Context: an optimization exercise on an open-source flow, tuned for a short achievable clock period and few clock cycles. The choices shown serve that exercise and are no tape-out recipe. The clock port is modelled as an ideal driver, which makes a skipped or thinned clock tree look cheaper than it is; a real chip needs a root buffer or a tree.

==> job 3797 <==
// ssq_symdec
module ssq_symdec (
    input  wire        clk,
    input  wire        rst,
    input  wire        in_valid,
    output wire        in_ready,
    input  wire [7:0]  in_data,
    input  wire        in_last,
    output reg         out_valid,
    input  wire        out_ready,
    output reg  [7:0]  out_data,
    output reg         out_last,
    output reg  [1:0]  out_err,
    output reg  [15:0] out_err_pos,
    output reg  [7:0]  out_err_val,
    output reg  [2:0]  out_pad
);
    localparam ERR_NONE = 2'd0;
    localparam ERR_SDEC = 2'd1;
    localparam ERR_CDEC = 2'd2;
    localparam EV_NONE  = 2'd0;
    localparam EV_SDEC  = 2'd1;   
    localparam EV_CEND  = 2'd2;   
    localparam EV_CNEXT = 2'd3;   
    localparam BN     = 24;       
    localparam RDEPTH = 6;        
    localparam RQS    = RDEPTH + 1;   
    localparam IW     = 13;       
    localparam RW     = 26;       
    reg        in_ready_r;  
    reg        ir_n;        
    reg        c_v;
    reg [7:0]  c_data;
    reg        c_last;
    assign in_ready = in_ready_r;
    always @(posedge clk) begin
        c_v    <= in_valid && !ir_n && !rst;
        c_data <= in_data;
        c_last <= in_last;
    end
    wire [5:0] cls;         
    assign cls[0] = (c_data == 8'h2A);
    assign cls[1] = (c_data == 8'h25);
    assign cls[2] = (c_data == 8'h24);
    assign cls[3] = (c_data == 8'h23);
    assign cls[4] = (c_data == 8'h21);
    assign cls[5] = (c_data == 8'h26);
    reg [44:0] wn;
    reg [4:0]  pf_full;     
    reg [4:0]  pf_bad;      
    reg [4:0]  pf_bad2;     
    reg [24:0] pf_nph;      
    function automatic [83:0] pre;
        input [4:0] bits;
        input integer len;
        integer pp;
        reg [8:0] w;
        reg f, b1, b2;
        reg [4:0] n;
        reg [44:0] wv;
        reg [4:0] fv_, b1v, b2v;
        reg [24:0] nv;
        begin
            wv = 45'd0; fv_ = 5'd0; b1v = 5'd0; b2v = 5'd0; nv = 25'd0;
            for (pp = 0; pp < 5; pp = pp + 1) begin
                w  = {bits, 4'b0000} >> pp;
  ...
Settings: LEC_CHECK=0, CAP_MARGIN=20, CORE_MARGIN=2, CORE_UTILIZATION=50, SETUP_SLACK_MARGIN=3.4, SLEW_MARGIN=20; clock period 5.0 ns.
standard.sh (not shown) runs the stock make flow with config.mk's settings and CLKGATE_MAP_FILE= SYNTH_SCRIPT=/design/flow/synth_recipe.tcl, a recipe that flattens the netlist after the stock synthesis.
==> flow/flow/run.sh <==
#!/bin/bash
# Standard layout, except that:
#  - the port buffers are buf_4 (the resizer sizes them later), and
#  - the clock tree is built by flow/tree.tcl (a two-level tree of clkbuf_16)
#    in place of clock_tree_synthesis.
# Each step's output goes to a log file of its own in this folder.
set -euo pipefail
here=$(pwd)
ports="BUFFER_PORTS_ARGS=-buffer_cell sky130_fd_sc_hd__buf_4"

bash standard.sh synth > log_1_synth.txt 2>&1
bash standard.sh "$ports" place > log_2_place.txt 2>&1

# ORFS's scripts with cts.tcl swapped for ours, used for the CTS step only
rm -rf "$here/cts_scripts"
cp -r "$FLOW_HOME/scripts" "$here/cts_scripts"
cp "$here/flow/cts.tcl" "$here/cts_scripts/cts.tcl"
FLOW_TREE_TCL="$here/flow/tree.tcl" bash standard.sh "$ports" do-4_1_cts do-4_cts \
  SCRIPTS_DIR="$here/cts_scripts" > log_3_cts.txt 2>&1

bash standard.sh "$ports" finish > log_4_finish.txt 2>&1
Other scripts of this flow, unchanged in this note and not shown: flow/flow/cts.tcl, flow/flow/tree.tcl
==> job 1739: changes against job 3797 <==
--- a/flow/design.v
+++ b/flow/design.v
@@ -322,29 +322,34 @@
         end
     end
     reg [8:0]    bq [0:BN-1];
     reg [BN-1:0] b_wp;
     reg [BN-1:0] b_rp;
     reg [BN-1:0] b_cnt;     
     wire         b_rd;      
+    reg [9*BN-1:0] bq_next;   
     integer m;
-    always @(posedge clk) begin
+    always @(*) begin
         for (m = 0; m < BN; m = m + 1) begin
+            bq_next[9*m +: 9] = bq[m];
             if (!wcnt[0]) begin
                 if (b_wp[m])
-                    bq[m] <= w0;
+                    bq_next[9*m +: 9] = w0;
                 else if (b_wp[(m + BN - 1) % BN] && !wcnt[1])
-                    bq[m] <= w1;
+                    bq_next[9*m +: 9] = w1;
                 else if (b_wp[(m + BN - 2) % BN] && (wcnt[3] | wcnt[4]))
-                    bq[m] <= w2;
+                    bq_next[9*m +: 9] = w2;
                 else if (b_wp[(m + BN - 3) % BN] && wcnt[4])
-                    bq[m] <= w3;
+                    bq_next[9*m +: 9] = w3;
             end
         end
     end
+    always @(posedge clk)
+        for (m = 0; m < BN; m = m + 1)
+            bq[m] <= bq_next[9*m +: 9];
     wire [BN-1:0] b_cnt_w = wcnt[1] ? {b_cnt[BN-2:0], 1'b1} :
                             wcnt[2] ? {b_cnt[BN-3:0], 2'b11} :
                             wcnt[3] ? {b_cnt[BN-4:0], 3'b111} :
                             wcnt[4] ? {b_cnt[BN-5:0], 4'b1111} : b_cnt;
     always @(posedge clk) begin
         if (rst) begin
             b_wp  <= {{(BN-1){1'b0}}, 1'b1};
@@ -356,20 +361,27 @@
                     wcnt[3] ? {b_wp[BN-4:0], b_wp[BN-1:BN-3]} :
                     wcnt[4] ? {b_wp[BN-5:0], b_wp[BN-1:BN-4]} : b_wp;
             if (b_rd)
                 b_rp <= {b_rp[BN-2:0], b_rp[BN-1]};
             b_cnt <= b_rd ? {1'b0, b_cnt_w[BN-1:1]} : b_cnt_w;
         end
     end
-    reg [8:0] b_head;       
+    reg [8:0] b_head;
+    reg [8:0] hd_stay;      
+    reg [8:0] hd_move;      
     always @(*) begin
-        b_head = 9'd0;
-        for (m = 0; m < BN; m = m + 1)
-            b_head = b_head | (bq[m] & {9{b_rp[m]}});
+        hd_stay = 9'd0;
+        hd_move = 9'd0;
+        for (m = 0; m < BN; m = m + 1) begin
+            hd_stay = hd_stay | (bq_next[9*m +: 9] & {9{b_rp[m]}});
+            hd_move = hd_move | (bq_next[9*((m + 1) % BN) +: 9] & {9{b_rp[m]}});
+        end
     end
+    always @(posedge clk)
+        b_head <= b_rd ? hd_move : hd_stay;
     reg [RW-1:0]  rq [0:RQS-1];
     reg [RQS-1:0] rq_wp;    
     reg [RQS-1:0] rq_rp;    
     reg [RW-1:0]  r_head;   
     wire          r_rd;     
     reg [RW-1:0] r_cur;
     reg [RW-1:0] r_nxt;
==> qor summary <==
Die outline height: job 1739 307 um; job 3797 283 um
Count leader, synth: job 1739 sky130_fd_sc_hd__dfxtp_1; job 3797 sky130_fd_sc_hd__edfxtp_1
Die width: job 1739 307 um; job 3797 283 um
Placed insts: job 1739 6391; job 3797 4672
Netlist cell types: job 1739 102; job 3797 70
Number of gates resized after cts: job 1739 1283; job 3797 713
Row cnt: job 1739 111; job 3797 102
Routability-driven placement congestion ratio: job 1739 1.24; job 3797 1.02
Register bit total from synthesis: job 1739 869; job 3797 860
HPWL after detailed placement: job 1739 174000 um; job 3797 79000 um
Initial Util: job 1739 50.3%; job 3797 50.5%
Simple logic cell fraction of the synthesized area: job 1739 17.4%; job 3797 14.0%
Syn Inst Count: job 1739 5474; job 3797 3889
Status: job 1739 stopped before the end; job 3797 no timing/DRC/antenna violations
Stage where the flow stopped: job 1739 5_1_grt; job 3797 -
Placed inst area: job 1739 0.0488 mm2; job 3797 0.0404 mm2
Netlist area before placement: job 1739 0.0460 mm2; job 3797 0.0390 mm2
Post-synthesis area per instance: job 1739 8.41 um2; job 3797 10.0 um2
EDFF count, synth: job 1739 182; job 3797 435
Adder and majority gate portion of the synthesized area: job 1739 0.163%; job 3797 0.160%
Cell type with the highest aggregate area in the netlist: job 1739 sky130_fd_sc_hd__dfxtp_1; job 3797 sky130_fd_sc_hd__edfxtp_1
Function was not checked in any run of this note: the RTL went through the layout flow alone. In job 3797 the design's own scripts or RTL, not TritonCTS, make the clock network.

==> port drivers added, routing unchanged <==
How much do the figures lean on ideal ports? The routed layout below was timed once more, with nothing changed but the port constraints.
Step 1 (the two cells are an assumption about what drives the block):
set clk [get_ports {clk}]
set_driving_cell -lib_cell sky130_fd_sc_hd__clkbuf_16 $clk
set_driving_cell -lib_cell sky130_fd_sc_hd__buf_2 [delete_from_list [all_inputs] $clk]
Step 2 also shifts input and output timing later by t, the mid clock arrival at the registers, as if the neighbouring blocks saw the same clock.
Slacks: no drivers / after step 1 / after step 2; pairs: no drivers / after step 1.
run: job 3797
t, ns: 0.574
slack for setup (ns): 2.866 / 2.866 / 2.602
latest minus earliest clock arrival (ns): 0.074 / 0.074
worst data-port slew with drivers (ns): 0.37
After both steps job 3797 still meets setup and hold. The setup slack of job 3797 moves by 0.000 ns with the drivers and by -0.264 ns with both steps.
